Source: an optimization exercise on an open RTL-to-GDS flow (aim: small area). Production flows keep margins and buffers that such runs may drop. In this exercise RTL edits were held to simulation tests only and were not proved equivalent to the original. Power and IR drop assume default switching activity.

--- flow/run.sh ---
#!/bin/bash
# Standard layout (standard.sh), with the port buffers made from the smallest
# buffer cell and a smaller clock tree: clkbuf leaves over clusters of nearby
# flip-flops, no dummy loads.
set -euo pipefail
export BUFFER_PORTS_ARGS="-buffer_cell sky130_fd_sc_hd__buf_1"
export CTS_ARGS="-sink_clustering_enable -repair_clock_nets -dont_use_dummy_load -buf_list sky130_fd_sc_hd__clkbuf_4 -sink_clustering_size 12 -sink_clustering_max_diameter 40"
bash standard.sh > standard.log 2>&1
--- standard.sh ---
#!/bin/bash
# synth_recipe.tcl (not shown) runs the flow's synth.tcl, then flattens the netlist and writes it again
# the make line also repeats each setting of config.mk as NAME=value (left out here)
make -C /OpenROAD-flow-scripts/flow DESIGN_CONFIG=/design/flow/config.mk WORK_HOME=/design/flow/orfs CLKGATE_MAP_FILE= SYNTH_SCRIPT=/design/flow/synth_recipe.tcl "${@:-finish}"
--- config.mk ---
export PLATFORM = sky130hd
export DESIGN_NAME = pfse_frdec
export DESIGN_NICKNAME = pfse_frdec
export VERILOG_FILES = /design/flow/design.v
export SDC_FILE = /design/flow/constraint.sdc
export NUM_CORES = 4
export LEC_CHECK = 0
export ABC_AREA = 1
export CAP_MARGIN = 20
export CORE_MARGIN = 2
export CORE_UTILIZATION = 60
export SLEW_MARGIN = 20
--- constraint.sdc ---
create_clock -name core_clock -period 20.0 [get_ports {clk}]
set_input_delay 4.0000 -clock core_clock [delete_from_list [all_inputs] [get_ports {clk}]]
set_output_delay 4.0000 -clock core_clock [all_outputs]
set_load 0.01 [all_outputs]
--- design.v ---
module pfse_frdec (
    input  wire        clk,
    input  wire        rst,
    input  wire        in_valid,
    input  wire [7:0]  in_data,
    input  wire        in_last,
    output wire        out_valid,
    output wire [1:0]  out_demux,       
    output wire [11:0] out_status,      
    output wire [6:0]  out_rel_id,
    output wire        out_agg,
    output wire [31:0] out_entry_id,
    output wire [31:0] out_attr2,
    output wire [31:0] out_attr3,
    output wire [31:0] out_udp_ports,   
    output wire [31:0] out_udp_lencs,   
    output wire [15:0] out_pay_off,
    output wire [15:0] out_pay_len,
    output wire [47:0] out_dmac,
    output wire [47:0] out_smac,
    output wire [31:0] out_src_ip,
    output wire [31:0] out_dst_ip,
    output wire [3:0]  out_ihl,
    output wire [7:0]  out_proto,
    output wire [15:0] out_totlen
);
    function [8:0] add8;                    
        input [7:0] a;
        input [7:0] b;
        input       c;
        integer i;
        reg cc;
        begin
            cc = c;
            for (i = 0; i < 8; i = i + 1) begin
                add8[i] = a[i] ^ b[i] ^ cc;
                cc = (a[i] & b[i]) | (cc & (a[i] ^ b[i]));
            end
            add8[8] = cc;
        end
    endfunction
    function [15:0] add16;                  
        input [15:0] a;
        input [15:0] b;
        integer i;
        reg cc;
        begin
            cc = 1'b0;
            for (i = 0; i < 16; i = i + 1) begin
                add16[i] = a[i] ^ b[i] ^ cc;
                cc = (a[i] & b[i]) | (cc & (a[i] ^ b[i]));
            end
        end
    endfunction
    function [15:0] inc16;                  
        input [15:0] a;
        integer i;
        reg cc;
        begin
            cc = 1'b1;
            for (i = 0; i < 16; i = i + 1) begin
                inc16[i] = a[i] ^ cc;
                cc = cc & a[i];
            end
        end
    endfunction
    function [7:0] sub8;                    
        input [6:0] a;
        input [6:0] b;
        integer i;
        reg bb;
        begin
            bb = 1'b0;
            for (i = 0; i < 7; i = i + 1) begin
                sub8[i] = a[i] ^ b[i] ^ bb;
                bb = (~a[i] & b[i]) | (bb & ~(a[i] ^ b[i]));
            end
            sub8[7] = bb;
        end
    endfunction
    function [15:0] dec16;                  
        input [15:0] a;
        integer i;
        reg bb;
        begin
            bb = 1'b1;
            for (i = 0; i < 16; i = i + 1) begin
                dec16[i] = a[i] ^ bb;
                bb = bb & ~a[i];
            end
        end
    endfunction
    function [12:0] inc13;                  
        input [12:0] a;
        integer i;
        reg cc;
        begin
            cc = 1'b1;
            for (i = 0; i < 13; i = i + 1) begin
                inc13[i] = a[i] ^ cc;
                cc = cc & a[i];
            end
        end
    endfunction
    function ltc7;                          
        input [6:0] a;
        input [6:0] b;
        integer i;
        reg lt;
        begin
            lt = 1'b0;
            for (i = 0; i < 7; i = i + 1)
                lt = b[i] ? (~a[i] | lt) : (~a[i] & lt);
            ltc7 = lt;
        end
    endfunction
    function [12:0] dec13;                  
        input [12:0] a;
        integer i;
        reg bb;
        begin
            bb = 1'b1;
            for (i = 0; i < 13; i = i + 1) begin
                dec13[i] = a[i] ^ bb;
                bb = bb & ~a[i];
            end
        end
    endfunction
    reg        fin;        
    reg [6:0]  cnt;        
    reg [6:0]  cnt_inc;
    integer    j;
    reg        cc;
    always @(*) begin
        cc = ~&cnt;
        for (j = 0; j < 7; j = j + 1) begin
            cnt_inc[j] = cnt[j] ^ cc;
            cc = cc & cnt[j];
        end
    end
    reg [3:0]  ihl;
    reg        eo;         
    reg        ipk;        
    reg        cls_rel, cls_udp;
    wire [4:0] ihl3 = {1'b0, ihl} + 5'd3;
    wire [6:0] off = {ihl3, 2'b10};         
    wire [7:0] rd  = sub8(cnt, off);
    wire       inr = ~rd[7];           
    wire [6:0] r   = rd[6:0];          
    integer k;
    always @(posedge clk) begin
        if (rst) begin
            fin <= 1'b0;
            cnt <= 7'd0;
        end else begin
            fin <= in_valid & in_last;
            if (in_valid)
                cnt <= in_last ? 7'd0 : cnt_inc;
        end
    end
    reg [95:0] nmac;       
    reg [63:0] nip;        
    reg [15:0] ntot;       
    reg [7:0]  nrh;        
    reg [95:0] ner;        
    reg [47:0] nu;         
    reg        f1eq, f1ge, fb, hm, ipok;
    reg [15:0] nK;         
    wire [15:0] K  = ~nK;
    wire       act = (|K[15:3]) | (K[2] & K[1]);    
    wire       ge8 = |K[15:3];
    wire [15:0] nKn = (cnt == 7'd17) ? {ntot[15:8], ~in_data} :
                      (act && cnt != 7'd18) ? inc16(nK) : nK;
    wire       eqlo = hm && (in_data == K[7:0]);
    reg [15:0] a1;  reg c1;
    reg [15:0] a2;  reg c2;
    wire ext_a = cls_rel;
    wire [7:0] ycon = ~({1'b0, ihl, 2'b00} + {7'd0, ext_a} - 8'd17);
    wire seg1 = inr && (cls_rel ? (r != 7'd0) : 1'b1) && act;
    wire hdr1 = (cnt == 7'd14) || (!ltc7(cnt, 7'd15) && !inr);
    wire [7:0] b1 = (seg1 || hdr1) ? in_data : 8'd0;
    wire cp1  = (cnt == 7'd14) || (inr && r == {6'd0, cls_rel});
    wire [15:0] a1s = cp1 ? a2 : a1;
    wire        c1s = cp1 ? c2 : c1;
    wire [8:0]  s1 = add8(a1s[15:8], b1, c1s);
    wire [7:0] b2 = (cnt == 7'd16 || cnt == 7'd17 ||
                     (!ltc7(cnt, 7'd26) && ltc7(cnt, 7'd34)) ||
                     (inr && !ltc7(r, 7'd13) && act)) ? in_data :
                    (cnt == 7'd24 || (inr && r == 7'd1)) ? 8'hFF :
                    (cnt == 7'd25) ? ycon :
                    (inr && r == 7'd2) ? 8'hF3 :
                    (cnt == 7'd0 || cnt == 7'd1) ? ~a2[15:8] : 8'h00;
    wire        skip2 = cls_rel && inr && r == 7'd0;
    wire [15:0] a2s = a2;
    wire        c2s = (cnt == 7'd0 || cnt == 7'd1) ? 1'b0 : c2;
    wire [8:0]  s2 = add8(a2s[15:8], b2, c2s);
    function chk;
        input [15:0] a;
        input        c;
        begin
            chk = (a[7:0] == 8'hFF) && (a[15:9] == 7'h7F) && (a[8] ^ c);
        end
    endfunction
    always @(posedge clk) begin
        if (in_valid) begin
            if (ltc7(cnt, 7'd12)) nmac <= {nmac[87:0], ~in_data};
            if (!ltc7(cnt, 7'd26) && ltc7(cnt, 7'd34)) nip <= {nip[55:0], ~in_data};
            if (cnt == 7'd16) ntot[15:8] <= ~in_data;
            if (cnt == 7'd17) ntot[7:0]  <= ~in_data;
            if (cnt == 7'd14) ihl <= in_data[3:0];
            if (cnt == 7'd12) eo <= (in_data == 8'h08);
            if (cnt == 7'd13) eo <= eo & (in_data == 8'h00);
            if (cnt == 7'd14) ipk <= (in_data[7:4] == 4'd4) && (in_data[3] | (in_data[2] & (in_data[1] | in_data[0])));
            if (cnt == 7'd20) ipk <= ipk & (in_data[5:0] == 6'd0);
            if (cnt == 7'd21) ipk <= ipk & (in_data == 8'd0);
            if (cnt == 7'd0) begin
                cls_rel <= 1'b0;
                cls_udp <= 1'b0;
            end else if (cnt == 7'd23) begin
                cls_rel <= eo & (in_data == 8'd250);
                cls_udp <= eo & (in_data == 8'd17);
            end
            nK <= nKn;
            hm <= (in_data == ~nKn[15:8]);
            if (cnt == 7'd0) begin
                f1eq <= 1'b0;
                f1ge <= 1'b0;
                fb   <= 1'b0;
            end else if (inr) begin
                if (r == (cls_rel ? 7'd6 : 7'd5)) begin
                    f1eq <= eqlo;
                    f1ge <= ge8;
                end
                if (r == 7'd18)
                    fb <= eqlo & ge8;
            end
            if (inr && r == 7'd0) begin
                nrh  <= ~in_data;
                ipok <= chk(a1, c1);
            end
            for (k = 0; k < 12; k = k + 1)
                if (inr && r == k + cls_rel)
                    ner[95-8*k -: 8] <= ~in_data;
            if (inr && ((!ltc7(r, 7'd13) && ltc7(r, 7'd17)) || r == 7'd19 || r == 7'd20))
                nu <= {nu[39:0], ~in_data};
            a1 <= {a1s[7:0], s1[7:0]};
            c1 <= s1[8];
            if (!skip2) begin
                a2 <= {a2s[7:0], s2[7:0]};
                c2 <= s2[8];
            end
        end
    end
    wire cls_any = cls_rel | cls_udp;
    wire va      = f1eq & f1ge;
    wire good    = cls_any & ipk & ~act & (cls_rel ? (va | fb) : f1ge);
    wire entry   = cls_rel & fb;
    wire ambig   = entry & va;
    wire lenok   = cls_rel | f1eq;
    wire [15:0] ck    = entry ? ~nu[15:0] : ~ner[47:32];
    wire        sumok = entry ? chk(a2, c2) : chk(a1, c1);
    wire        udpok = lenok & ((ck == 16'd0) | sumok);
    wire [4:0]  m     = {1'b0, ihl} + (entry ? 5'd3 : 5'd0);
    wire [15:0] nul   = add16(ntot, {9'd0, m, 1'b0, cls_rel});
    wire [15:0] ulen  = ~nul;
    wire [15:0] plen  = ~{inc13(nul[15:3]), nul[2:0]};
    wire [6:0]  poff  = {m + 5'd5, 1'b1, cls_rel};
    wire ge  = good & entry;
    wire gn  = good & ~entry;
    wire [31:0] ports = ~((~{32{ge}} | nu[47:16]) & (~{32{gn}} | ner[95:64]));
    wire [15:0] ckf   = ~((~{16{ge}} | nu[15:0])  & (~{16{gn}} | ner[47:32]));
    wire [15:0] ulf   = ({16{ge}} & ulen) | ({16{gn}} & ~ner[63:48]);
    assign out_valid     = fin & ~rst;
    assign out_demux     = {~cls_rel, ~cls_udp};
    assign out_status    = good ? {lenok, udpok, ipok, ambig, 1'b1, entry,
                                   ~cls_rel, cls_rel, 4'd0} :
                           (cls_any ? 12'h083 : 12'h0B0);
    assign out_rel_id    = {7{good & cls_rel}} & ~nrh[7:1];
    assign out_agg       = good & cls_rel & ~nrh[0];
    assign out_entry_id  = {32{ge}} & ~ner[95:64];
    assign out_attr2     = {32{ge}} & ~ner[63:32];
    assign out_attr3     = {32{ge}} & ~ner[31:0];
    assign out_udp_ports = ports;
    assign out_udp_lencs = {ulf, ckf};
    assign out_pay_off   = {9'd0, {7{good}} & poff};
    assign out_pay_len   = {16{good}} & plen;
    assign out_dmac      = {48{good}} & ~nmac[95:48];
    assign out_smac      = {48{good}} & ~nmac[47:0];
    assign out_src_ip    = {32{good}} & ~nip[63:32];
    assign out_dst_ip    = {32{good}} & ~nip[31:0];
    assign out_ihl       = {4{good}} & ihl;
    assign out_proto     = good ? (cls_rel ? 8'd250 : 8'd17) : 8'd0;
    assign out_totlen    = {16{good}} & ~ntot;
endmodule
==> results.toml, run 1 <==
[placement]
gp_congestion = 0.967
portBuffers = 401
place_area_um2 = 19500
dp_hpwl_um = 36400

[power_and_ir_drop]
p_int_w = 0.00109
power_w = 0.00141
sequentialPowerShare = 0.688
p_sw_w = 0.000325
p_leak_nw = 7.45
powerDensity_nw_per_um2 = 71.2
pwr-share-clk = 0.255
peakVddDrop_uv = 56.7
switching_share = 0.230
p_comb_frac = 0.057

[worst_setup_path]
slowest_delay_ns = 0.64
cp_num_buf_inv = 2
required_ns = 16.00
crit_path_cell_trace = "nand2_2 > clkinv_1 > ha_1 > fa_1 > fa_1 > fa_1 > fa_1 > fa_1 > ha_1 > ha_1 > ha_1 > ha_1 > ha_1 > ha_1 > ha_1 > ha_1 > ha_1 > xnor2_1 > nor2_1 > buf_1"
r2r_slack_ns = 12.06
ff2ff_path_depth = 23
crit_path_end_kind = "output port"
critPathKind = "flip-flop to output port"
cp_top_family = "adder cells"
cp-start-kind = "flip-flop"
worstPathArrival_ns = 7.51
cp.depth = 20
crit_top_cell = "ha_1"
slowest_stage = "edfxtp_1"
path_max_fanout = 21

[floorplan]
die-area_um2 = 31000
dieWidth_um = 176
core_area_um2 = 28900
rows = 62
die_h_um = 176
pin_count = 415
start_util = 0.613

[cts]
htree_levels = 2
cts_tree = "yes"
cts_hold_buf = 0
root_buffer = "clkbuf_4"
clk_pin_slew_ns = 0.11
ctsResizeCount = 0
cts_made_buffers = 49
cts_setup_buffers = 0
clock_sinks = 399
clk_latency_ns = 0.73
ctsLongestPathBuffers = 3

[final_layout]
area_delta_synth_final_pct = 11.9
final_area_um2 = 19900
final_common_cell = "buf_1"
mostFrequentLayoutCells = "buf_1 (400), nor2_1 (394), edfxtp_1 (391)"
layout.nets = 2016
final_util = 0.686
drive_gt1_frac = 0.0462
fillers = 2256

[detailed_routing]
avgViaCountPerCell = 5.66
postRouteAntennaNets = 0
drtIter0Drc = 1391
dr.pass1.iters = 8
wirelength_um = 51100
dr_total_vias = 13100
wl_per_cell_um = 22.1
drc = 0

[job]
maxCapViolCount = 0

[sta]
fin_skew_ns = 0.0807
relSlewSlack = 0.284
period_needed_ns = 11.51
period_share = 0.575
final.setup.tns_ns = 0
clock.fmax_mhz = 86.9
rsz0062_at_grt = "no"
worst_hold_slack_ns = 0.419
setup_viol = 0
tightest_slew_ns = 1.07
hold_viol_final = 0
slew_violations = 0

[logic_synthesis]
synth_top_cell_by_area = "edfxtp_1"
ys_seq_area_frac = 0.671
syn-cell-area_um2 = 17700
ys_ff_latch = 399
ys_warn_count = 1
syn_avg_cell_area_um2 = 11.6
syn_inst = 1533
netlist.area_leader.share = 0.662
yosys.cell_types.count = 37
yosys-top-cells-area = "edfxtp_1 (66%), nor2_1 (8.4%), nand2_1 (3.8%)"

[hold_path]
whs_path_depth = 0
min_path_type = "flip-flop to flip-flop"

[global_route]
grt_start_max_net_pins = 113
grt_use_total = 0.322
grt_pass1_vias = 12400
grt-ovfl-total = 0
antenna_found_initial = 1
grt_pass1_wl_um = 74300

[status]
status = "finished clean"
-- layer usage --
| metal | up-vias | part of all wire | global-route usage |
|---|---|---|---|
| met5 | - | 0 | 0 |
| met4 | 0 | 0.048 | 0.145 |
| met3 | 125 | 0.091 | 0.0642 |
| met2 | 653 | 0.47 | 0.519 |
| met1 | 6309 | 0.39 | 0.430 |
| li1 | 6006 | - | - |
-- stage by stage --
step / cells / setup WS, ns
after floorplan: 1544 / 8.39
after global placement: 2263 / 9.48
after detailed placement: 2263 / 9.29
after CTS: 2312 / 8.48
after global routing: 2313 / 8.18
final: 2314 / 8.49
-- sequential cells by signal, indices dropped and copies added, names as in the netlist --
name	count
a1	16
ner	96
c1	1
nip	64
nrh	8
f1ge	1
fin	1
ihl	4
fb	1
c2	1
eo	1
ntot	16
f1eq	1
ipok	1
cls_udp	1
hm	1
ipk	1
a2	16
nK	16
cnt	7
nu	48
nmac	96
cls_rel	1
-- path summary, 6_finish.rpt --
path | from | endpoint
setup / recovery | cls_rel | out_pay_len[15]
hold / removal | nmac[1] | nmac[9]
setup reg to reg | cnt[1] | a1[7]
hold reg to reg | nmac[1] | nmac[9]
-- worst reg2reg max path, cell delays in order (launching register included) --
cell and delay [ns]:
dfxtp_1 0.63, fa_1 0.26, inv_1 0.05, fa_1 0.42, fa_1 0.39, inv_1 0.08, fa_1 0.19, fa_1 0.43
nor2_1 0.10, nand2_1 0.10, nor3_1 0.37, nand2_1 0.13, nand2_1 0.69, o21ai_0 0.26, fa_1 0.51, fa_1 0.47
fa_1 0.47, fa_1 0.46, fa_1 0.42, inv_1 0.09, fa_1 0.17, inv_1 0.06, fa_1 0.45, fa_1 0.48
-- cells by family (layout without fill, tap and decap cells) --
group	after synthesis	count (layout)	share of synthesized area
AND/OR/NAND/NOR	700	700	0.161
flip-flops	399	399	0.671
buffers and inverters	203	587	0.0509
AO/OA/AOI/OAI	139	139	0.0445
adder cells (fa/ha/maj)	74	74	0.0636
XOR/XNOR	13	13	0.00642
multiplexers	3	3	0.00183
other	2	15	0.000423
-- Yosys cell counts, drive strengths merged --
master   instances
nor2           397
edfxtp         391
nand2          181
inv            114
nand3           67
o21ai           56
buf             53
o22ai           49
ha              47
clkbuf          32
fa              27
a21oi           22
nand4           18
nor3            17
xnor2            9
dfxtp            8
nor4             8
or2              8
clkinv           4
nand3b           4
xor2             4
a22oi            3
a31oi            3
o41ai            3
conb             2
mux2             2
a2111oi          1
a32oi            1
mux2i            1
o31ai            1
-- power by group through the flow --
stage | clock network (W) | registers (W) | logic [W]
2_1_floorplan | 0 | 0.000984 | 0.0000554
3_3_place_gp | 0 | 0.000989 | 0.0000767
3_5_place_dp | 0 | 0.000991 | 0.0000793
4_1_cts | 0.000366 | 0.000972 | 0.0000798
5_1_grt | 0.000394 | 0.000976 | 0.0000905
6_report | 0.000361 | 0.000973 | 0.0000805
-- layout make-up --
class	instances	area, µm²	share of cell area
multi-input cells	942	5000	0.252
diodes	2	5.00	0.000252
clock buffers	49	368	0.0185
flip-flops and latches	399	11900	0.600
well taps	384	480	0.0242
repair buffers	420	1650	0.0833
inverters	118	448	0.0226
==> run 2, diff against run 1 <==
==> flow/run.sh (replaced) <==
#!/bin/bash
# Standard layout (standard.sh), with the port buffers made from the smallest
# buffer cell and a smaller clock tree: clkbuf leaves over clusters of nearby
# flip-flops, no dummy loads.
set -euo pipefail
export BUFFER_PORTS_ARGS="-buffer_cell sky130_fd_sc_hd__buf_1"
export CTS_ARGS="-sink_clustering_enable -repair_clock_nets -dont_use_dummy_load -buf_list sky130_fd_sc_hd__clkbuf_8 -sink_clustering_size 16 -sink_clustering_max_diameter 50"
bash standard.sh > standard.log 2>&1
--- a/config.mk
+++ b/config.mk
@@ -8,5 +8,5 @@
 export ABC_AREA = 1
 export CAP_MARGIN = 20
 export CORE_MARGIN = 2
-export CORE_UTILIZATION = 60
+export CORE_UTILIZATION = 70
 export SLEW_MARGIN = 20
==> run 2 against run 1 <==
  * Still clean
  * Routed wire length increased by 6.6%
  * Via count increased by 5.9%
  * Power increased by 3.4%
  * Critical path depth unchanged
  * Fmax increased by 0.76%
  * Flip-flop and latch count unchanged
  * Count of clock-buffer cells in the layout decreased by 15
  * Critical path type unchanged
  * Critical endpoint unchanged
==> results.toml, run 2 <==
[final_layout]
final_common_cell = "buf_1"
num_antenna_cells = 0
area_delta_synth_final_pct = 12.1
drive_gt1_frac = 0.0397
seqCellArea_um2 = 11900
layout.nets = 2002
final_util = 0.794
multi_input_area_um2 = 5000
reg_top3 = "ner: 96 flops, nmac: 96 flops, nip: 64 flops"
fillers = 1552
mostFrequentLayoutCells = "buf_1 (400), nor2_1 (394), edfxtp_1 (391)"
finalNonFillerCells = 2244

[power_and_ir_drop]
p_leak_nw = 7.47
pwr-share-clk = 0.275
p_sw_w = 0.000331
switching_share = 0.227
sequentialPowerShare = 0.666
powerDensity_nw_per_um2 = 73.5
peakVddDrop_uv = 62.1
p_comb_frac = 0.059
p_int_w = 0.00113

[logic_synthesis]
yosys_most_used_dff = "edfxtp_1"
async_flop_share = 0
synth.most_common_cell = "nor2_1"
yosys-top-cells-area = "edfxtp_1 (66%), nor2_1 (8.4%), nand2_1 (3.8%)"
ys_ff_latch = 399
synth_edf_count = 391
synthTopCellsByCount = "nor2_1 (395), edfxtp_1 (391), nand2_1 (178)"
syn_avg_cell_area_um2 = 11.6
netlist.area_leader.share = 0.662
yosys.cell_types.count = 37
ys_seq_area_frac = 0.671
ys_warn_count = 1
syn-cell-area_um2 = 17700
syn_inst = 1533
synth_top_cell_by_area = "edfxtp_1"

[sta]
setup_viol = 0
slew_violations = 0
hold_viol_final = 0
period_share = 0.571
final.setup.tns_ns = 0
rsz0062_at_grt = "no"
period_needed_ns = 11.42
tightest_slew_ns = 1.08
relSlewSlack = 0.277
clock.fmax_mhz = 87.5
fin_skew_ns = 0.0760

[floorplan]
die-area_um2 = 26600
core_area_um2 = 25000
pin_count = 415
start_util = 0.708
rows = 58
dieWidth_um = 163
die_h_um = 163

[worst_setup_path]
path_max_fanout = 21
slowest_delay_ns = 0.65
crit_path_end_kind = "output port"
worstPathArrival_ns = 7.42
crit_path_cell_trace = "nand2_2 > clkinv_1 > ha_1 > fa_1 > fa_1 > fa_1 > fa_1 > fa_1 > ha_1 > ha_1 > ha_1 > ha_1 > ha_1 > ha_1 > ha_1 > ha_1 > ha_1 > xnor2_1 > nor2_1 > buf_1"
crit_top_cell = "ha_1"
required_ns = 16.00
critPathKind = "flip-flop to output port"
slowest_stage = "edfxtp_1"
cp-start-kind = "flip-flop"

[cts]
htree_levels = 2
clk_latency_ns = 0.59
root_buffer = "clkbuf_8"
cts_tree = "yes"
cts_hold_buf = 0
ctsLongestPathBuffers = 3
clk_pin_slew_ns = 0.10
cts_made_buffers = 34
ctsResizeCount = 0
cts_setup_buffers = 0
clock_sinks = 399

[detailed_routing]
dr.pass1.iters = 8
wirelength_um = 54400
wl_per_cell_um = 24.2
avgViaCountPerCell = 6.18
drc = 0
met1Wirelength_um = 18500
dr_wl_met3_um = 6470
postRouteAntennaNets = 0
dr_total_vias = 13900
met2WireLength_um = 25900
top_layer = "met4"
drtIter0Drc = 2047

[hold_path]
min_path_type = "flip-flop to flip-flop"

[global_route]
antenna_found_initial = 0
grt_pass1_wl_um = 78000
grt-ovfl-total = 0
grt_start_max_net_pins = 116
grt_use_total = 0.402
grt_pass1_vias = 12800

[placement]
portBuffers = 401
gp_congestion = 0.944
post-place-cells = 2210
dp_hpwl_um = 38300

[job]
maxCapViolCount = 0

[status]
status = "finished clean"
[run 2: cell counts after synthesis]
No cell type changed its count.
[run 2: worst max-delay path: cells and delay by family (launching register included)]
kind,cells,cell delay [ns]
adder cells (fa/ha/maj),15,4.79
XOR/XNOR,1,0.13
AND/OR/NAND/NOR,2,0.53
buffers and inverters,2,0.77
flip-flops,1,0.65
[run 2: cells by family (layout without fill, tap and decap cells)]
group,Yosys count,count (layout),synth area share
adder cells (fa/ha/maj),74,74,0.0636
XOR/XNOR,13,13,0.00642
AO/OA/AOI/OAI,139,139,0.0445
flip-flops,399,399,0.671
AND/OR/NAND/NOR,700,700,0.161
other,2,13,0.000423
buffers and inverters,203,573,0.0509
multiplexers,3,3,0.00183
[run 2: power groups by stage]
stage                     Combinational, W  Sequential (W)  Clock, W
after global routing             0.0000945        0.000976  0.000427
after CTS                        0.0000831        0.000973  0.000400
final                            0.0000857        0.000974  0.000403
after global placement           0.0000768        0.000988         0
after floorplan                  0.0000554        0.000984         0
after detailed placement         0.0000824        0.000991         0
[run 2: path summary, 6_finish.rpt]
check	from	end	slack, ns	depth (start not counted)
hold / removal	nip[23]	nip[31]	0.42	0
setup / recovery	cls_rel	out_pay_len[15]	8.58	20
hold reg to reg	nip[23]	nip[31]	0.42	0
setup reg to reg	ihl[1]	a1[7]	12.22	25
[run 2: cell type report]
type,instances,share of cell area
Clock buffer,34,0.0235
Inverter,118,0.0225
Multi-Input combinational cell,942,0.251
Sequential cell,399,0.598
Tap cell,330,0.0208
Timing Repair Buffer,421,0.0833
[run 2: per-layer routing]
metal / up-vias / GRT usage
met2: 1072 / 0.645
li1: 5966 / -
met4: 0 / 0.223
met3: 223 / 0.0846
met1: 6607 / 0.519
met5: - / 0
[run 2: metrics by stage]
stage / power [W] / hold slack (ns) / area, µm² / setup slack (ns)
floorplan: 0.00104 / 0.427 / 17800 / 8.39
global placement: 0.00107 / 0.428 / 19400 / 9.42
detailed placement: 0.00107 / 0.432 / 19400 / 9.28
CTS: 0.00146 / 0.427 / 19900 / 8.65
global route: 0.00150 / 0.439 / 19900 / 8.26
finish: 0.00146 / 0.423 / 19900 / 8.58
==> run 3, diff against run 2 <==
--- a/design.v
+++ b/design.v
@@ -158,19 +158,19 @@
                 cnt <= in_last ? 7'd0 : cnt_inc;
         end
     end
-    reg [95:0] nmac;       
-    reg [63:0] nip;        
-    reg [15:0] ntot;       
-    reg [7:0]  nrh;        
+    reg [95:0] mac;        
+    reg [63:0] ip;         
+    reg [15:0] tot;        
+    reg [7:0]  rh;         
     reg [95:0] ner;        
     reg [47:0] nu;         
     reg        f1eq, f1ge, fb, hm, ipok;
-    reg [15:0] nK;         
-    wire [15:0] K  = ~nK;
+    reg [15:0] K;
     wire       act = (|K[15:3]) | (K[2] & K[1]);    
     wire       ge8 = |K[15:3];
-    wire [15:0] nKn = (cnt == 7'd17) ? {ntot[15:8], ~in_data} :
-                      (act && cnt != 7'd18) ? inc16(nK) : nK;
+    wire [15:0] Kn = (cnt == 7'd17) ? {tot[15:8], in_data} :
+                     (act && cnt != 7'd18) ? dec16(K) : K;
+    wire       act_n = (|Kn[15:3]) | (Kn[2] & Kn[1]);
     wire       eqlo = hm && (in_data == K[7:0]);
     reg [15:0] a1;  reg c1;
     reg [15:0] a2;  reg c2;
@@ -201,43 +201,48 @@
             chk = (a[7:0] == 8'hFF) && (a[15:9] == 7'h7F) && (a[8] ^ c);
         end
     endfunction
+    wire cls_rel_n = (cnt == 7'd0)  ? 1'b0 :
+                     (cnt == 7'd23) ? eo & (in_data == 8'd250) : cls_rel;
+    wire cls_udp_n = (cnt == 7'd0)  ? 1'b0 :
+                     (cnt == 7'd23) ? eo & (in_data == 8'd17) : cls_udp;
+    wire ipk_n = (cnt == 7'd14) ? (in_data[7:4] == 4'd4) &&
+                                  (in_data[3] | (in_data[2] & (in_data[1] | in_data[0]))) :
+                 (cnt == 7'd20) ? ipk & (in_data[5:0] == 6'd0) :
+                 (cnt == 7'd21) ? ipk & (in_data == 8'd0) : ipk;
+    wire f1sel = inr && r == (cls_rel ? 7'd6 : 7'd5);
+    wire f1eq_n = (cnt == 7'd0) ? 1'b0 : f1sel ? eqlo : f1eq;
+    wire f1ge_n = (cnt == 7'd0) ? 1'b0 : f1sel ? ge8  : f1ge;
+    wire fb_n   = (cnt == 7'd0) ? 1'b0 : (inr && r == 7'd18) ? eqlo & ge8 : fb;
+    wire good_n = (cls_rel_n | cls_udp_n) & ipk_n & ~act_n &
+                  (cls_rel_n ? ((f1eq_n & f1ge_n) | fb_n) : f1ge_n);
+    wire       clr  = in_last & ~good_n;
+    wire       clrh = in_last & ~(good_n & cls_rel_n);
+    wire [7:0] dcap = in_data & {8{~clr}};
     always @(posedge clk) begin
         if (in_valid) begin
-            if (ltc7(cnt, 7'd12)) nmac <= {nmac[87:0], ~in_data};
-            if (!ltc7(cnt, 7'd26) && ltc7(cnt, 7'd34)) nip <= {nip[55:0], ~in_data};
-            if (cnt == 7'd16) ntot[15:8] <= ~in_data;
-            if (cnt == 7'd17) ntot[7:0]  <= ~in_data;
+            for (k = 0; k < 12; k = k + 1)
+                if (cnt == k || clr)
+                    mac[95-8*k -: 8] <= dcap;
+            for (k = 0; k < 8; k = k + 1)
+                if (cnt == 26 + k || clr)
+                    ip[63-8*k -: 8] <= dcap;
+            if (cnt == 7'd16 || clr) tot[15:8] <= dcap;
+            if (cnt == 7'd17 || clr) tot[7:0]  <= dcap;
             if (cnt == 7'd14) ihl <= in_data[3:0];
             if (cnt == 7'd12) eo <= (in_data == 8'h08);
             if (cnt == 7'd13) eo <= eo & (in_data == 8'h00);
-            if (cnt == 7'd14) ipk <= (in_data[7:4] == 4'd4) && (in_data[3] | (in_data[2] & (in_data[1] | in_data[0])));
-            if (cnt == 7'd20) ipk <= ipk & (in_data[5:0] == 6'd0);
-            if (cnt == 7'd21) ipk <= ipk & (in_data == 8'd0);
-            if (cnt == 7'd0) begin
-                cls_rel <= 1'b0;
-                cls_udp <= 1'b0;
-            end else if (cnt == 7'd23) begin
-                cls_rel <= eo & (in_data == 8'd250);
-                cls_udp <= eo & (in_data == 8'd17);
-            end
-            nK <= nKn;
-            hm <= (in_data == ~nKn[15:8]);
-            if (cnt == 7'd0) begin
-                f1eq <= 1'b0;
-                f1ge <= 1'b0;
-                fb   <= 1'b0;
-            end else if (inr) begin
-                if (r == (cls_rel ? 7'd6 : 7'd5)) begin
-                    f1eq <= eqlo;
-                    f1ge <= ge8;
-                end
-                if (r == 7'd18)
-                    fb <= eqlo & ge8;
-            end
-            if (inr && r == 7'd0) begin
-                nrh  <= ~in_data;
+            ipk     <= ipk_n;
+            cls_rel <= cls_rel_n;
+            cls_udp <= cls_udp_n;
+            K  <= Kn;
+            hm <= (in_data == Kn[15:8]);
+            f1eq <= f1eq_n;
+            f1ge <= f1ge_n;
+            fb   <= fb_n;
+            if ((inr && r == 7'd0) || clrh)
+                rh <= in_data & {8{~clrh}};
+            if (inr && r == 7'd0)
                 ipok <= chk(a1, c1);
-            end
             for (k = 0; k < 12; k = k + 1)
                 if (inr && r == k + cls_rel)
                     ner[95-8*k -: 8] <= ~in_data;
@@ -261,7 +266,7 @@
     wire        sumok = entry ? chk(a2, c2) : chk(a1, c1);
     wire        udpok = lenok & ((ck == 16'd0) | sumok);
     wire [4:0]  m     = {1'b0, ihl} + (entry ? 5'd3 : 5'd0);
-    wire [15:0] nul   = add16(ntot, {9'd0, m, 1'b0, cls_rel});
+    wire [15:0] nul   = add16(~tot, {9'd0, m, 1'b0, cls_rel});
     wire [15:0] ulen  = ~nul;
     wire [15:0] plen  = ~{inc13(nul[15:3]), nul[2:0]};
     wire [6:0]  poff  = {m + 5'd5, 1'b1, cls_rel};
@@ -275,8 +280,8 @@
     assign out_status    = good ? {lenok, udpok, ipok, ambig, 1'b1, entry,
                                    ~cls_rel, cls_rel, 4'd0} :
                            (cls_any ? 12'h083 : 12'h0B0);
-    assign out_rel_id    = {7{good & cls_rel}} & ~nrh[7:1];
-    assign out_agg       = good & cls_rel & ~nrh[0];
+    assign out_rel_id    = rh[7:1];
+    assign out_agg       = rh[0];
     assign out_entry_id  = {32{ge}} & ~ner[95:64];
     assign out_attr2     = {32{ge}} & ~ner[63:32];
     assign out_attr3     = {32{ge}} & ~ner[31:0];
@@ -284,11 +289,11 @@
     assign out_udp_lencs = {ulf, ckf};
     assign out_pay_off   = {9'd0, {7{good}} & poff};
     assign out_pay_len   = {16{good}} & plen;
-    assign out_dmac      = {48{good}} & ~nmac[95:48];
-    assign out_smac      = {48{good}} & ~nmac[47:0];
-    assign out_src_ip    = {32{good}} & ~nip[63:32];
-    assign out_dst_ip    = {32{good}} & ~nip[31:0];
+    assign out_dmac      = mac[95:48];
+    assign out_smac      = mac[47:0];
+    assign out_src_ip    = ip[63:32];
+    assign out_dst_ip    = ip[31:0];
     assign out_ihl       = {4{good}} & ihl;
     assign out_proto     = good ? (cls_rel ? 8'd250 : 8'd17) : 8'd0;
-    assign out_totlen    = {16{good}} & ~ntot;
+    assign out_totlen    = tot;
 endmodule
==> flow/run.sh (replaced) <==
#!/bin/bash
# Standard layout (standard.sh), with the port buffers made from the smallest
# buffer cell and a smaller clock tree: clkbuf leaves over clusters of nearby
# flip-flops, no dummy loads.
set -euo pipefail
export BUFFER_PORTS_ARGS="-buffer_cell sky130_fd_sc_hd__buf_1"
export CTS_ARGS="-sink_clustering_enable -repair_clock_nets -dont_use_dummy_load -buf_list sky130_fd_sc_hd__clkbuf_4 -sink_clustering_size 10 -sink_clustering_max_diameter 35"
bash standard.sh > standard.log 2>&1
--- a/config.mk
+++ b/config.mk
@@ -6,7 +6,7 @@
 export NUM_CORES = 4
 export LEC_CHECK = 0
 export ABC_AREA = 1
-export CAP_MARGIN = 20
+export CAP_MARGIN = 0
 export CORE_MARGIN = 2
-export CORE_UTILIZATION = 70
-export SLEW_MARGIN = 20
+export CORE_UTILIZATION = 65
+export SLEW_MARGIN = 0
==> run 3 against run 2 <==
  * Critical endpoint unchanged
  * Worst hold slack got worse by 0.048 ns
  * Synthesized cell count shrank 6.7%
  * Via count fell by 9.1%
  * Largest power group unchanged
  * Final cell count fell by 2.7%
  * Largest cell class unchanged
  * Core utilization decreased by 5.8 points
  * Critical path type unchanged
==> results.toml, run 3 <==
[global_route]
grt_pass1_wl_um = 69800
grt_pass1_vias = 12100
grt-ovfl-total = 0
antenna_found_initial = 1
grt_use_total = 0.330
grt_start_max_net_pins = 85

[floorplan]
core_area_um2 = 26700
die-area_um2 = 28200
die_h_um = 168
dieWidth_um = 168
pin_count = 415
rows = 60
start_util = 0.656

[power_and_ir_drop]
switching_share = 0.244
pwr-share-clk = 0.246
p_comb_frac = 0.093
power_w = 0.00150
p_sw_w = 0.000365
peakVddDrop_uv = 56.5
p_int_w = 0.00113
powerDensity_nw_per_um2 = 76.3
sequentialPowerShare = 0.661
p_leak_nw = 7.34

[final_layout]
drive_gt1_frac = 0.0603
final_common_cell = "buf_1"
layout.nets = 1930
reg_top3 = "mac: 96 flops, ner: 96 flops, ip: 64 flops"
mostFrequentLayoutCells = "buf_1 (400), edfxtp_1 (391), nor2_1 (234)"
area_delta_synth_final_pct = 12.1
final_area_um2 = 19600

[sta]
hold_viol_final = 0
fin_skew_ns = 0.0920
period_needed_ns = 11.86
slew_violations = 0
setup_viol = 0
period_share = 0.593
final.setup.tns_ns = 0
rsz0062_at_grt = "no"
relSlewSlack = 0.101
tightest_slew_ns = 1.33
clock.fmax_mhz = 84.3
setup_ws_ns = 8.14

[hold_path]
min_path_type = "flip-flop to flip-flop"

[detailed_routing]
wl_per_cell_um = 21.8
wirelength_um = 47500
drc = 0
avgViaCountPerCell = 5.77
dr.pass1.iters = 5
dr_total_vias = 12600
drtIter0Drc = 1604
postRouteAntennaNets = 0

[logic_synthesis]
syn-cell-area_um2 = 17500
syn_inst = 1431
synth.most_common_cell = "edfxtp_1"
syn_avg_cell_area_um2 = 12.2
async_flop_share = 0
synth_edf_count = 391
ys_warn_count = 1
yosys.cell_types.count = 48
yosys-top-cells-area = "edfxtp_1 (67%), nor2_1 (5.0%), nand2_1 (4.3%)"
netlist.area_leader.share = 0.671
synth_top_cell_by_area = "edfxtp_1"
synthTopCellsByCount = "edfxtp_1 (391), nor2_1 (234), nand2_1 (202)"
yosys_most_used_dff = "edfxtp_1"
ys_ff_latch = 399
ys_seq_area_frac = 0.680

[worst_setup_path]
cp_top_family = "adder cells"
cp_num_buf_inv = 4
crit_top_cell = "ha_1"
cp-start-kind = "flip-flop"
critPathKind = "flip-flop to output port"
required_ns = 16.00
slowest_stage = "clkinv_1"
slowest_delay_ns = 0.70
crit_path_end_kind = "output port"
worstPathArrival_ns = 7.86
r2r_slack_ns = 12.36
crit_path_cell_trace = "nand2_1 > clkinv_1 > ha_1 > fa_1 > inv_1 > fa_1 > fa_1 > fa_1 > fa_1 > inv_1 > ha_1 > ha_1 > ha_1 > ha_1 > ha_1 > ha_1 > ha_1 > ha_1 > ha_1 > xor2_1 > nor2_1 > buf_1"
path_max_fanout = 21

[cts]
ctsLongestPathBuffers = 3
cts_made_buffers = 55
root_buffer = "clkbuf_4"
cts_hold_buf = 0
ctsResizeCount = 0
htree_levels = 2
cts_setup_buffers = 0
cts_tree = "yes"
clk_latency_ns = 0.72
clock_sinks = 399
clk_pin_slew_ns = 0.10

[placement]
portBuffers = 401
gp_congestion = 0.935
dp_hpwl_um = 33800
dp_slack_ns = 8.95
place_area_um2 = 19200

[status]
status = "finished clean"

[job]
maxCapViolCount = 0
==> run 3: power groups by stage <==
| stage | Sequential [W] | Combinational (W) | Clock, W |
|---|---|---|---|
| after floorplan | 0.00101 | 0.0000729 | 0 |
| after global placement | 0.00101 | 0.000133 | 0 |
| after detailed placement | 0.00101 | 0.000138 | 0 |
| after CTS | 0.000988 | 0.000139 | 0.000372 |
| after global routing | 0.000993 | 0.000155 | 0.000403 |
| final | 0.000988 | 0.000139 | 0.000369 |
==> run 3: layout make-up <==
cell class,count,area (µm²)
well taps,341,427
multi-input cells,822,4690
clock buffers,55,413
fillers,1822,7040
diodes,1,2.50
inverters,150,566
repair buffers,416,1620
flip-flops and latches,399,11900
==> run 3: layer usage <==
layer / vias up / GRT usage / share of wire
met5: - / 0 / 0
met4: 0 / 0.0870 / 0.021
met3: 84 / 0.0705 / 0.098
met2: 709 / 0.555 / 0.50
met1: 6089 / 0.446 / 0.39
li1: 5719 / - / -
==> run 3: per-stage QoR <==
stage / hold slack (ns) / instances / util
global route: 0.401 / 2184 / 0.736
detailed placement: 0.432 / 2128 / 0.720
floorplan: 0.427 / 1442 / -
finish: 0.375 / 2184 / 0.736
global placement: 0.433 / 2128 / 0.720
CTS: 0.383 / 2183 / 0.736
==> run 3: worst paths after layout <==
kind,start,endpoint,depth (start not counted)
hold / removal,nu[7],nu[15],0
setup / recovery,cls_rel,out_pay_len[15],22
hold reg to reg,nu[7],nu[15],0
setup reg to reg,ihl[1],a1[7],23
==> run 3: kinds of logic (layout without fill, tap and decap cells) <==
family,Yosys count,after routing,share of synthesized area
muxes,7,7,0.00443
and+or+nand+nor,562,562,0.137
adders and majority gates,74,74,0.0645
other,2,14,0.000429
xor gates and xnor gates,19,19,0.00951
buffers and inverters,221,621,0.0551
DFF,399,399,0.680
AOI/OAI and AO/OA,147,147,0.0482
==> run 3: worst register-to-register path: cells and delay by family, from the launching register on <==
family                     cells  cell delay [ns]
buffers and inverters          6             0.72
and+or+nand+nor                2             0.91
muxes                          1             0.39
adders and majority gates     13             4.65
DFF                            1             0.48
AOI/OAI and AO/OA              1             0.19
==> run 4, diff against run 3 <==
--- a/design.v
+++ b/design.v
@@ -142,7 +142,8 @@
     reg        eo;         
     reg        ipk;        
     reg        cls_rel, cls_udp;
-    wire [4:0] ihl3 = {1'b0, ihl} + 5'd3;
+    wire [8:0] ihl3s = add8({4'd0, ihl}, 8'd3, 1'b0);
+    wire [4:0] ihl3 = ihl3s[4:0];
     wire [6:0] off = {ihl3, 2'b10};         
     wire [7:0] rd  = sub8(cnt, off);
     wire       inr = ~rd[7];           
@@ -175,7 +176,8 @@
     reg [15:0] a1;  reg c1;
     reg [15:0] a2;  reg c2;
     wire ext_a = cls_rel;
-    wire [7:0] ycon = ~({1'b0, ihl, 2'b00} + {7'd0, ext_a} - 8'd17);
+    wire [8:0] ycs  = add8({2'b11, ~ihl, ext_a, ext_a}, {3'b000, 1'b1, 1'b0, ~ext_a, 2'b00}, 1'b0);
+    wire [7:0] ycon = ycs[7:0];
     wire seg1 = inr && (cls_rel ? (r != 7'd0) : 1'b1) && act;
     wire hdr1 = (cnt == 7'd14) || (!ltc7(cnt, 7'd15) && !inr);
     wire [7:0] b1 = (seg1 || hdr1) ? in_data : 8'd0;
@@ -244,7 +246,7 @@
             if (inr && r == 7'd0)
                 ipok <= chk(a1, c1);
             for (k = 0; k < 12; k = k + 1)
-                if (inr && r == k + cls_rel)
+                if (inr && (cls_rel ? r == k + 1 : r == k))
                     ner[95-8*k -: 8] <= ~in_data;
             if (inr && ((!ltc7(r, 7'd13) && ltc7(r, 7'd17)) || r == 7'd19 || r == 7'd20))
                 nu <= {nu[39:0], ~in_data};
@@ -265,11 +267,13 @@
     wire [15:0] ck    = entry ? ~nu[15:0] : ~ner[47:32];
     wire        sumok = entry ? chk(a2, c2) : chk(a1, c1);
     wire        udpok = lenok & ((ck == 16'd0) | sumok);
-    wire [4:0]  m     = {1'b0, ihl} + (entry ? 5'd3 : 5'd0);
+    wire [8:0]  ms    = add8({4'd0, ihl}, {6'd0, entry, entry}, 1'b0);
+    wire [4:0]  m     = ms[4:0];
     wire [15:0] nul   = add16(~tot, {9'd0, m, 1'b0, cls_rel});
     wire [15:0] ulen  = ~nul;
     wire [15:0] plen  = ~{inc13(nul[15:3]), nul[2:0]};
-    wire [6:0]  poff  = {m + 5'd5, 1'b1, cls_rel};
+    wire [8:0]  m5s   = add8({3'd0, m}, 8'd5, 1'b0);
+    wire [6:0]  poff  = {m5s[4:0], 1'b1, cls_rel};
     wire ge  = good & entry;
     wire gn  = good & ~entry;
     wire [31:0] ports = ~((~{32{ge}} | nu[47:16]) & (~{32{gn}} | ner[95:64]));
--- a/config.mk
+++ b/config.mk
@@ -5,8 +5,8 @@
 export SDC_FILE = /design/flow/constraint.sdc
 export NUM_CORES = 4
 export LEC_CHECK = 0
-export ABC_AREA = 1
+export ABC_AREA = 0
 export CAP_MARGIN = 0
 export CORE_MARGIN = 2
-export CORE_UTILIZATION = 65
+export CORE_UTILIZATION = 70
 export SLEW_MARGIN = 0
==> run 4 against run 3 <==
  * Still clean on timing, DRC and antenna
  * Worst setup slack got worse by 0.060 ns
  * Synthesized cell count fell by 12%
  * Sequential share of layout area rose by 0.19 points
  * Combinational power barely moved
  * Die area fell by 7.8%
  * Critical path type unchanged
  * Critical endpoint unchanged
  * Largest cell class unchanged
==> results.toml, run 4 <==
[floorplan]
dieWidth_um = 161
start_util = 0.713
core_area_um2 = 24300
pin_count = 415
die_h_um = 161
rows = 57
die-area_um2 = 26000

[global_route]
grt_pass1_vias = 11600
antenna_found_initial = 1
grt-ovfl-total = 0
grt_start_max_net_pins = 122
grt_use_total = 0.376
grt_pass1_wl_um = 71700

[cts]
clk_latency_ns = 0.74
cts_made_buffers = 54
cts_hold_buf = 0
ctsResizeCount = 0
clock_sinks = 399
cts_setup_buffers = 0
ctsLongestPathBuffers = 3
cts_tree = "yes"
clk_pin_slew_ns = 0.10
root_buffer = "clkbuf_4"
htree_levels = 2

[hold_path]
worstHoldStart = "nu[16]"
min_to = "nu[24]"
min_path_type = "flip-flop to flip-flop"
whs_path_depth = 0

[final_layout]
layout.nets = 1764
final_common_cell = "buf_1"
mostFrequentLayoutCells = "buf_1 (400), edfxtp_1 (391), nor2_1 (171)"
seqCellArea_um2 = 11900
multi_input_area_um2 = 4810
drive_gt1_frac = 0.0797
fillers = 1468
area_delta_synth_final_pct = 12.8
final_area_um2 = 19600
final_util = 0.804
reg_top3 = "mac: 96 flops, ner: 96 flops, ip: 64 flops"

[logic_synthesis]
ys_ff_latch = 399
yosys.cell_types.count = 66
synth_edf_count = 391
synthTopCellsByCount = "edfxtp_1 (391), nor2_1 (171), inv_1 (85)"
ys_seq_area_frac = 0.687
syn_avg_cell_area_um2 = 13.8
synth.most_common_cell = "edfxtp_1"
yosys_most_used_dff = "edfxtp_1"
syn-cell-area_um2 = 17300
syn_inst = 1258
synth_top_cell_by_area = "edfxtp_1"
ys_warn_count = 1
netlist.area_leader.share = 0.678
yosys-top-cells-area = "edfxtp_1 (68%), ha_1 (3.8%), nor2_1 (3.7%)"
async_flop_share = 0

[detailed_routing]
wl_per_cell_um = 24.8
postRouteAntennaNets = 0
drtIter0Drc = 1595
avgViaCountPerCell = 6.30
dr.pass1.iters = 6
wirelength_um = 49400
drc = 0
dr_total_vias = 12600

[sta]
relSlewSlack = 0.110
setup_ws_ns = 8.08
period_needed_ns = 11.92
rsz0062_at_grt = "no"
fin_skew_ns = 0.103
slew_violations = 0
period_share = 0.596
tightest_slew_ns = 1.32
setup_viol = 0
hold_viol_final = 0
clock.fmax_mhz = 83.9
final.setup.tns_ns = 0

[job]
maxCapViolCount = 0

[worst_setup_path]
rr_startpoint = "cnt[2]"
required_ns = 16.00
critPathKind = "flip-flop to output port"
ff2ff_path_depth = 22
timing.rr.end = "a1[7]"
path_max_fanout = 21
crit_path_end_kind = "output port"
startpoint = "cls_rel"
worstPathArrival_ns = 7.92
cp-start-kind = "flip-flop"
r2r_slack_ns = 12.10

[power_and_ir_drop]
peakVddDrop_uv = 71.3
powerDensity_nw_per_um2 = 76.4
p_leak_nw = 6.81

[placement]
place_area_um2 = 19100
dp_hpwl_um = 35400
gp_congestion = 0.974
portBuffers = 401
dp_slack_ns = 8.99

[status]
status = "finished clean"
## run 4: cell types whose count changed after synthesis, sizes merged, moves of 8 or more
| cell | before | now |
|---|---|---|
| a211oi | 0 | 19 |
| a31o | 0 | 8 |
| and2 | 0 | 31 |
| buf | 45 | 32 |
| clkbuf | 26 | 50 |
| inv | 146 | 85 |
| mux2 | 6 | 18 |
| nand2 | 214 | 51 |
| nand3 | 62 | 17 |
| nor2 | 241 | 172 |
| nor4 | 3 | 16 |
| xnor2 | 4 | 12 |
## run 4: how the worst max path moves through the flow
stage                     slack [ns]               to  cells after the start
final                           8.08  out_pay_len[15]                     22
after global routing            7.78  out_pay_len[15]                     22
after floorplan                10.32  out_pay_len[15]                     23
after CTS                       8.19  out_pay_len[15]                     22
after detailed placement        8.99  out_pay_len[15]                     22
after global placement          9.16  out_pay_len[15]                     22
## run 4: routing by layer
metal	up-vias	global-route usage	wire (µm)
met2	905	0.635	25100
li1	5404	-	-
met1	6111	0.492	17100
met5	-	0	0
met4	0	0.148	2120
met3	150	0.0688	5090
## run 4: kinds of logic after synthesis
kind of cell / Yosys count / synth area share
other cells: 2 / 0.000433
flops: 399 / 0.687
compound gates: 190 / 0.0707
fa+ha+maj: 81 / 0.0706
simple gates: 374 / 0.105
mux: 22 / 0.0140
xor+xnor: 22 / 0.0111
buf+inv: 168 / 0.0417
## run 4: critical path, stage by stage (launching register included)
cell and delay, ns:
edfxtp_1 0.70, nand2_1 0.54, clkinv_1 0.66, ha_1 0.57
inv_1 0.06, fa_1 0.39, fa_1 0.43, fa_1 0.42
fa_1 0.45, fa_1 0.52, inv_1 0.06, ha_1 0.25
ha_1 0.22, ha_1 0.18, ha_1 0.18, ha_1 0.20
ha_1 0.20, ha_1 0.19, ha_1 0.22, ha_1 0.29
xnor2_1 0.17, nor2_1 0.11, buf_1 0.18
## run 4: cell type report
| cell class | count | area share |
|---|---|---|
| sequential | 399 | 0.609 |
| multi-input combinational | 702 | 0.246 |
| timing repair buffer | 428 | 0.0874 |
| clock buffer | 54 | 0.0207 |
| tap | 324 | 0.0207 |
| inverter | 86 | 0.0165 |
| antenna | 1 | 0.000128 |
## run 4: through the flow
step | cells | total power, W | hold WS, ns
after floorplan | 1269 | 0.00108 | 0.427
after global placement | 1939 | 0.00114 | 0.432
after detailed placement | 1939 | 0.00114 | 0.436
after CTS | 1993 | 0.00149 | 0.436
after global routing | 1994 | 0.00155 | 0.451
final | 1994 | 0.00149 | 0.432
## run 4: power breakdown
part,internal [W],switching [W]
registers,0.000966,0.0000263
clock network,0.000123,0.000243
logic,0.0000420,0.0000936
total,0.00113,0.000363
==> run 5, diff against run 4 <==
--- a/design.v
+++ b/design.v
@@ -163,7 +163,8 @@
     reg [63:0] ip;         
     reg [15:0] tot;        
     reg [7:0]  rh;         
-    reg [95:0] ner;        
+    reg [95:32] ner;       
+    reg [31:0] at3;        
     reg [47:0] nu;         
     reg        f1eq, f1ge, fb, hm, ipok;
     reg [15:0] K;
@@ -219,6 +220,8 @@
                   (cls_rel_n ? ((f1eq_n & f1ge_n) | fb_n) : f1ge_n);
     wire       clr  = in_last & ~good_n;
     wire       clrh = in_last & ~(good_n & cls_rel_n);
+    wire       clre = in_last & ~(good_n & cls_rel_n & fb_n);    
+    wire [7:0] dcae = in_data & {8{~clre}};
     wire [7:0] dcap = in_data & {8{~clr}};
     always @(posedge clk) begin
         if (in_valid) begin
@@ -245,9 +248,12 @@
                 rh <= in_data & {8{~clrh}};
             if (inr && r == 7'd0)
                 ipok <= chk(a1, c1);
-            for (k = 0; k < 12; k = k + 1)
+            for (k = 0; k < 8; k = k + 1)
                 if (inr && (cls_rel ? r == k + 1 : r == k))
                     ner[95-8*k -: 8] <= ~in_data;
+            for (k = 8; k < 12; k = k + 1)
+                if ((inr && (cls_rel ? r == k + 1 : r == k)) || clre)
+                    at3[95-8*k -: 8] <= dcae;
             if (inr && ((!ltc7(r, 7'd13) && ltc7(r, 7'd17)) || r == 7'd19 || r == 7'd20))
                 nu <= {nu[39:0], ~in_data};
             a1 <= {a1s[7:0], s1[7:0]};
@@ -288,7 +294,7 @@
     assign out_agg       = rh[0];
     assign out_entry_id  = {32{ge}} & ~ner[95:64];
     assign out_attr2     = {32{ge}} & ~ner[63:32];
-    assign out_attr3     = {32{ge}} & ~ner[31:0];
+    assign out_attr3     = at3[31:0];
     assign out_udp_ports = ports;
     assign out_udp_lencs = {ulf, ckf};
     assign out_pay_off   = {9'd0, {7{good}} & poff};
==> run 5 against run 4 <==
  * Routed wire length fell by 2.0%
  * Sequential power rose by 0.5%
  * Area after synthesis barely moved
  * First-iteration DRC count rose by 26%
  * Still clean
  * Critical path type unchanged
==> results.toml, run 5 <==
[global_route]
grt_use_total = 0.373
grt_start_max_net_pins = 113
grt_pass1_wl_um = 71300
antenna_found_initial = 1
grt-ovfl-total = 0
grt_pass1_vias = 11700

[cts]
ctsLongestPathBuffers = 3
clk_latency_ns = 0.69
clk_pin_slew_ns = 0.09
root_buffer = "clkbuf_4"
cts_hold_buf = 0
cts_setup_buffers = 0
clock_sinks = 399
cts_tree = "yes"
htree_levels = 2
cts_made_buffers = 52
ctsResizeCount = 0

[detailed_routing]
dr_wl_met3_um = 5390
avgViaCountPerCell = 6.30
postRouteAntennaNets = 0
met2WireLength_um = 23000
wl_per_cell_um = 24.7
wirelength_um = 48400
met1Wirelength_um = 17600
top_layer = "met4"
dr.pass1.iters = 5
drtIter0Drc = 2016
dr_total_vias = 12300
drc = 0

[sta]
final.setup.tns_ns = 0
hold_viol_final = 0
period_share = 0.569
setup_viol = 0
rsz0062_at_grt = "no"
fin_skew_ns = 0.0662
tightest_slew_ns = 1.23
slew_violations = 0
period_needed_ns = 11.39
clock.fmax_mhz = 87.8
relSlewSlack = 0.171

[worst_setup_path]
path_max_fanout = 20
required_ns = 16.00
crit_path_cell_trace = "nand2_1 > clkinv_1 > ha_1 > fa_1 > inv_1 > fa_1 > fa_1 > fa_1 > fa_1 > inv_1 > ha_1 > ha_1 > ha_1 > ha_1 > ha_1 > ha_1 > ha_1 > ha_1 > ha_1 > xnor2_1 > nor2_1 > buf_1"
cp_top_family = "adder cells"
cp-start-kind = "flip-flop"
crit_path_end_kind = "output port"
worstPathArrival_ns = 7.39
slowest_delay_ns = 0.68
cp_num_buf_inv = 4
crit_top_cell = "ha_1"
slowest_stage = "edfxtp_1"
critPathKind = "flip-flop to output port"

[final_layout]
mostFrequentLayoutCells = "buf_1 (400), edfxtp_1 (391), nor2_1 (135)"
fillers = 1511
largest_register_ffs = 96
regMostFlops = "mac"
final_common_cell = "buf_1"
reg_top3 = "mac: 96 flops, ip: 64 flops, ner: 64 flops"
finalNonFillerCells = 1960
area_delta_synth_final_pct = 11.9
drive_gt1_frac = 0.0642
layout.nets = 1730

[placement]
portBuffers = 401
post-place-cells = 1907
gp_congestion = 0.952
dp_hpwl_um = 35200

[logic_synthesis]
yosys.cell_types.count = 71
synth_adder_area_share = 0.0706
ys_warn_count = 1
yosys-top-cells-area = "edfxtp_1 (68%), ha_1 (3.8%), fa_1 (3.2%)"
synth-compound-area-share = 0.0790
syn_inst = 1235
netlist.area_leader.share = 0.678
synth_top_family_by_area = "simple AND/OR/NAND/NOR gates"
synthTopCellsByCount = "edfxtp_1 (391), nor2_1 (135), inv_1 (87)"
synth_edf_count = 391
synth-xor-area-share = 0.0111
synthMuxAreaShare = 0.0100
synth.most_common_cell = "edfxtp_1"
ys_seq_area_frac = 0.687
syn-cell-area_um2 = 17300
ys_ff_latch = 399
syn_avg_cell_area_um2 = 14.0
synth_top_cell_by_area = "edfxtp_1"
async_flop_share = 0
yosys_most_used_dff = "edfxtp_1"
synth-simple-area-share = 0.0978

[status]
status = "finished clean"

[floorplan]
start_util = 0.712
die-area_um2 = 26000
dieWidth_um = 161
rows = 57
pin_count = 415
core_area_um2 = 24300
die_h_um = 161

[power_and_ir_drop]
peakVddDrop_uv = 74.5
powerDensity_nw_per_um2 = 77.2
p_leak_nw = 6.69

[hold_path]
min_path_type = "flip-flop to flip-flop"

[job]
maxCapViolCount = 0
## run 5: cell count changes after synthesis, sizes merged, moves of 10 or more
cell and delta:
a21oi -17, nor2 -37, o21ai +10, and2 +20
## run 5: cell type report
cell class                      count  area [µm²]  share of cell area
Sequential cell                   399       11900               0.614
Multi-Input combinational cell    677        4720               0.243
Tap cell                          324         405              0.0209
Timing Repair Buffer              418        1630              0.0843
Clock buffer                       52         390              0.0201
Inverter                           89         334              0.0172
Antenna cell                        1        2.50            0.000129
## run 5: worst paths after layout
check             startpoint         endpoint  slack (ns)  cells after the start
setup / recovery     cls_rel  out_pay_len[15]        8.61                     22
hold / removal        nu[28]           nu[36]        0.45                      0
setup reg to reg      cnt[1]            a1[7]       11.46                     24
hold reg to reg       nu[28]           nu[36]        0.45                      0
## run 5: cells by family (layout without fill, tap and decap cells)
| group | count (synthesis) | count (layout) |
|---|---|---|
| AO/OA/AOI/OAI | 203 | 203 |
| adder cells (fa/ha/maj) | 81 | 81 |
| flip-flops | 399 | 399 |
| other | 2 | 14 |
| AND/OR/NAND/NOR | 342 | 342 |
| buffers and inverters | 170 | 559 |
| XOR/XNOR | 22 | 22 |
| multiplexers | 16 | 16 |
## run 5: worst register-to-register path: cells and delay by family, from the launching register on
| family | cells | cell delay, ns |
|---|---|---|
| buf+inv | 4 | 0.26 |
| fa+ha+maj | 13 | 4.71 |
| compound gates | 2 | 0.35 |
| simple gates | 4 | 1.68 |
| mux | 1 | 0.49 |
| flops | 1 | 0.82 |
## run 5: through the flow
step	cell area [µm²]	total power [W]	worst slack (ns)	util	hold slack (ns)
after floorplan	17400	0.00109	10.24	-	0.427
after global placement	19000	0.00115	9.51	0.781	0.432
after detailed placement	19000	0.00116	9.37	0.781	0.436
after CTS	19400	0.00150	8.68	0.797	0.444
after global routing	19400	0.00155	8.26	0.797	0.457
final	19400	0.00150	8.61	0.797	0.447
## run 5: layer usage
layer	GRT usage	vias to the layer above
met5	0	-
met4	0.164	0
met3	0.0801	156
met2	0.592	923
met1	0.508	5944
li1	-	5321
## run 5: power breakdown
group,switching [W],internal (W)
Sequential,0.0000248,0.000972
Clock,0.000238,0.000119
Combinational,0.0000986,0.0000439
==> run 6, diff against run 5 <==
--- a/design.v
+++ b/design.v
@@ -222,18 +222,17 @@
     wire       clrh = in_last & ~(good_n & cls_rel_n);
     wire       clre = in_last & ~(good_n & cls_rel_n & fb_n);    
     wire [7:0] dcae = in_data & {8{~clre}};
-    wire [7:0] dcap = in_data & {8{~clr}};
     always @(posedge clk) begin
         if (in_valid) begin
             for (k = 0; k < 12; k = k + 1)
                 if (cnt == k || clr)
-                    mac[95-8*k -: 8] <= dcap;
+                    mac[95-8*k -: 8] <= dcae;
             for (k = 0; k < 8; k = k + 1)
                 if (cnt == 26 + k || clr)
-                    ip[63-8*k -: 8] <= dcap;
-            if (cnt == 7'd16 || clr) tot[15:8] <= dcap;
-            if (cnt == 7'd17 || clr) tot[7:0]  <= dcap;
-            if (cnt == 7'd14) ihl <= in_data[3:0];
+                    ip[63-8*k -: 8] <= dcae;
+            if (cnt == 7'd16 || clr) tot[15:8] <= dcae;
+            if (cnt == 7'd17 || clr) tot[7:0]  <= dcae;
+            if (cnt == 7'd14 || clr) ihl <= dcae[3:0];
             if (cnt == 7'd12) eo <= (in_data == 8'h08);
             if (cnt == 7'd13) eo <= eo & (in_data == 8'h00);
             ipk     <= ipk_n;
@@ -245,7 +244,7 @@
             f1ge <= f1ge_n;
             fb   <= fb_n;
             if ((inr && r == 7'd0) || clrh)
-                rh <= in_data & {8{~clrh}};
+                rh <= dcae;
             if (inr && r == 7'd0)
                 ipok <= chk(a1, c1);
             for (k = 0; k < 8; k = k + 1)
@@ -303,7 +302,7 @@
     assign out_smac      = mac[47:0];
     assign out_src_ip    = ip[63:32];
     assign out_dst_ip    = ip[31:0];
-    assign out_ihl       = {4{good}} & ihl;
+    assign out_ihl       = ihl;
     assign out_proto     = good ? (cls_rel ? 8'd250 : 8'd17) : 8'd0;
     assign out_totlen    = tot;
 endmodule
--- a/config.mk
+++ b/config.mk
@@ -8,5 +8,5 @@
 export ABC_AREA = 0
 export CAP_MARGIN = 0
 export CORE_MARGIN = 2
-export CORE_UTILIZATION = 70
+export CORE_UTILIZATION = 72
 export SLEW_MARGIN = 0
==> run 6 against run 5 <==
  * Still clean
  * Non-clock buffer count increased by 2
  * First-iteration DRC count fell by 18%
  * Global-route usage increased by 0.45 points
  * Core utilization rose by 2.5 points
  * Worst setup slack better by 0.21 ns
  * Largest cell class unchanged
  * Largest power group unchanged
==> results.toml, run 6 <==
[hold_path]
min_path_type = "flip-flop to flip-flop"

[global_route]
grt_pass1_wl_um = 67900
grt_start_max_net_pins = 113
antenna_found_initial = 2
grt_pass1_vias = 11100
grt_use_total = 0.377
grt-ovfl-total = 0

[power_and_ir_drop]
sequentialPowerShare = 0.659
power_w = 0.00152
p_sw_w = 0.000376
p_leak_nw = 6.70
peakVddDrop_uv = 68.7
pwr-share-clk = 0.238
p_int_w = 0.00114
p_comb_frac = 0.103
powerDensity_nw_per_um2 = 78.8
switching_share = 0.248

[logic_synthesis]
yosys.cell_types.count = 65
synthTopCellsByCount = "edfxtp_1 (391), nor2_1 (123), inv_1 (87)"
ys_ff_latch = 399
synth.most_common_cell = "edfxtp_1"
yosys_most_used_dff = "edfxtp_1"
ys_warn_count = 1
syn_inst = 1216
syn_avg_cell_area_um2 = 14.1
ys_seq_area_frac = 0.694
syn-cell-area_um2 = 17200
synth_edf_count = 391
yosys-top-cells-area = "edfxtp_1 (68%), ha_1 (3.9%), fa_1 (3.3%)"
async_flop_share = 0
netlist.area_leader.share = 0.685
synth_top_cell_by_area = "edfxtp_1"

[sta]
period_needed_ns = 11.18
hold_viol_final = 0
tightest_slew_ns = 1.23
fin_skew_ns = 0.0642
rsz0062_at_grt = "no"
slew_violations = 0
setup_viol = 0
worst_hold_slack_ns = 0.453
final.setup.tns_ns = 0
clock.fmax_mhz = 89.5
period_share = 0.559
relSlewSlack = 0.173

[final_layout]
final_util = 0.823
final_common_cell = "buf_1"
mostFrequentLayoutCells = "buf_1 (400), edfxtp_1 (391), nor2_1 (123)"
largest_register_ffs = 96
regMostFlops = "mac"
fillers = 1313
layout.nets = 1714
seqCellArea_um2 = 11900
area_delta_synth_final_pct = 12.2
multi_input_area_um2 = 4580
drive_gt1_frac = 0.0630
reg_top3 = "mac: 96 flops, ip: 64 flops, ner: 64 flops"

[floorplan]
rows = 56
pin_count = 415
die-area_um2 = 25100
core_area_um2 = 23400
die_h_um = 158
dieWidth_um = 158
start_util = 0.733

[cts]
ctsLongestPathBuffers = 3
clk_latency_ns = 0.70
cts_setup_buffers = 0
ctsResizeCount = 0
cts_made_buffers = 53
root_buffer = "clkbuf_4"
cts_tree = "yes"
cts_hold_buf = 0
clk_pin_slew_ns = 0.11
htree_levels = 2
clock_sinks = 399

[worst_setup_path]
path_max_fanout = 20
worstPathArrival_ns = 7.18
critPathKind = "flip-flop to output port"
cp-start-kind = "flip-flop"
required_ns = 16.00
crit_path_end_kind = "output port"

[detailed_routing]
drc = 0
postRouteAntennaNets = 0
wirelength_um = 47800
wl_per_cell_um = 24.6
avgViaCountPerCell = 6.27
dr_total_vias = 12200
drtIter0Drc = 1660
dr.pass1.iters = 6

[status]
status = "finished clean"

[placement]
portBuffers = 401
gp_congestion = 0.986
dp_hpwl_um = 34100

[job]
maxCapViolCount = 0
-- run 6: cell types whose count changed after synthesis, sizes merged, moves of 3 or more --
cell / change
and2: -15
nand2: +12
nor2: -12
xnor2: -8
xor2: +8
a31oi: -5
a2111oi: -3
nor2b: +3
nor4: +3
-- run 6: power groups by stage --
stage,clock (W),combinational (W),sequential (W)
2_1_floorplan,0,0.0000801,0.00102
3_3_place_gp,0,0.000146,0.00102
3_5_place_dp,0,0.000151,0.00102
4_1_cts,0.000365,0.000154,0.000999
5_1_grt,0.000392,0.000171,0.00100
6_report,0.000361,0.000156,0.00100
-- run 6: worst max-delay path, cell delays in order (launching register included) --
cell	delay [ns]
edfxtp_1	0.67
nand2_1	0.52
inv_1	0.46
ha_1	0.35
fa_1	0.53
inv_1	0.07
fa_1	0.41
fa_1	0.39
fa_1	0.39
fa_1	0.50
inv_1	0.06
ha_1	0.21
ha_1	0.18
ha_1	0.18
ha_1	0.18
ha_1	0.20
ha_1	0.19
ha_1	0.18
ha_1	0.18
ha_1	0.19
xnor2_1	0.14
nor2_1	0.13
buf_1	0.18
-- run 6: final cells by class --
cell class | instances | area share
Sequential cell | 399 | 0.618
Multi-Input combinational cell | 660 | 0.238
Timing Repair Buffer | 420 | 0.0857
Tap cell | 319 | 0.0207
Clock buffer | 53 | 0.0207
Inverter | 87 | 0.0170
Antenna cell | 1 | 0.000130
-- run 6: final timing paths --
kind	startpoint	to	slack [ns]	cells after the start
setup / recovery	cls_rel	out_pay_len[15]	8.82	22
hold / removal	nu[33]	nu[41]	0.45	0
setup reg to reg	cnt[2]	a1[7]	11.61	24
hold reg to reg	nu[33]	nu[41]	0.45	0
-- run 6: metrics by stage --
stage	cells	setup slack (ns)	area, µm²
after floorplan	1227	10.51	17200
after global placement	1885	9.74	18900
after detailed placement	1885	9.59	18900
after CTS	1938	8.87	19200
after global routing	1939	8.43	19300
final	1939	8.82	19300
-- run 6: cells by family (layout without fill, tap and decap cells) --
group / Yosys count / in the layout / share of synthesized area
DFF: 399 / 399 / 0.694
other: 2 / 14 / 0.000438
AOI/OAI and AO/OA: 193 / 193 / 0.0732
buffers and inverters: 168 / 560 / 0.0431
adders and majority gates: 81 / 81 / 0.0713
and+or+nand+nor: 337 / 337 / 0.0979
muxes: 14 / 14 / 0.00890
xor gates and xnor gates: 22 / 22 / 0.0112
-- run 6: metal layers --
metal | global-route usage | up-vias | wire length [µm] | share of wire
li1 | - | 5258 | - | -
met4 | 0.174 | 0 | 2470 | 0.052
met5 | 0 | - | 0 | 0
met1 | 0.513 | 5772 | 17000 | 0.36
met2 | 0.590 | 962 | 22600 | 0.47
met3 | 0.0890 | 171 | 5720 | 0.12

-- static timing again, ports no longer ideal --
How much do the figures lean on ideal ports? The routed layouts below were timed once more, with nothing changed but the port constraints.
Step 1 assumes that a clkbuf_16 drives the clock port and a buf_2 every other input.
Step 2 also shifts input and output timing later by t, the mid clock arrival at the registers, as if the neighbouring blocks saw the same clock.
a / b / c = ideal / step 1 / step 2; a / b = the first two.
run	t (ns)	setup slack, ns	worst register clock-pin slew, ns
run 1	0.731	8.491 / 8.442 / 9.173	0.12 / 0.12
run 2	0.599	8.577 / 8.528 / 9.127	0.10 / 0.10
run 3	0.726	8.144 / 8.097 / 8.823	0.11 / 0.11
run 4	0.735	8.084 / 8.036 / 8.771	0.11 / 0.11
run 5	0.706	8.611 / 8.567 / 9.272	0.11 / 0.11
run 6	0.725	8.821 / 8.772 / 9.497	0.11 / 0.11
After both steps setup and hold are still met in every run listed.
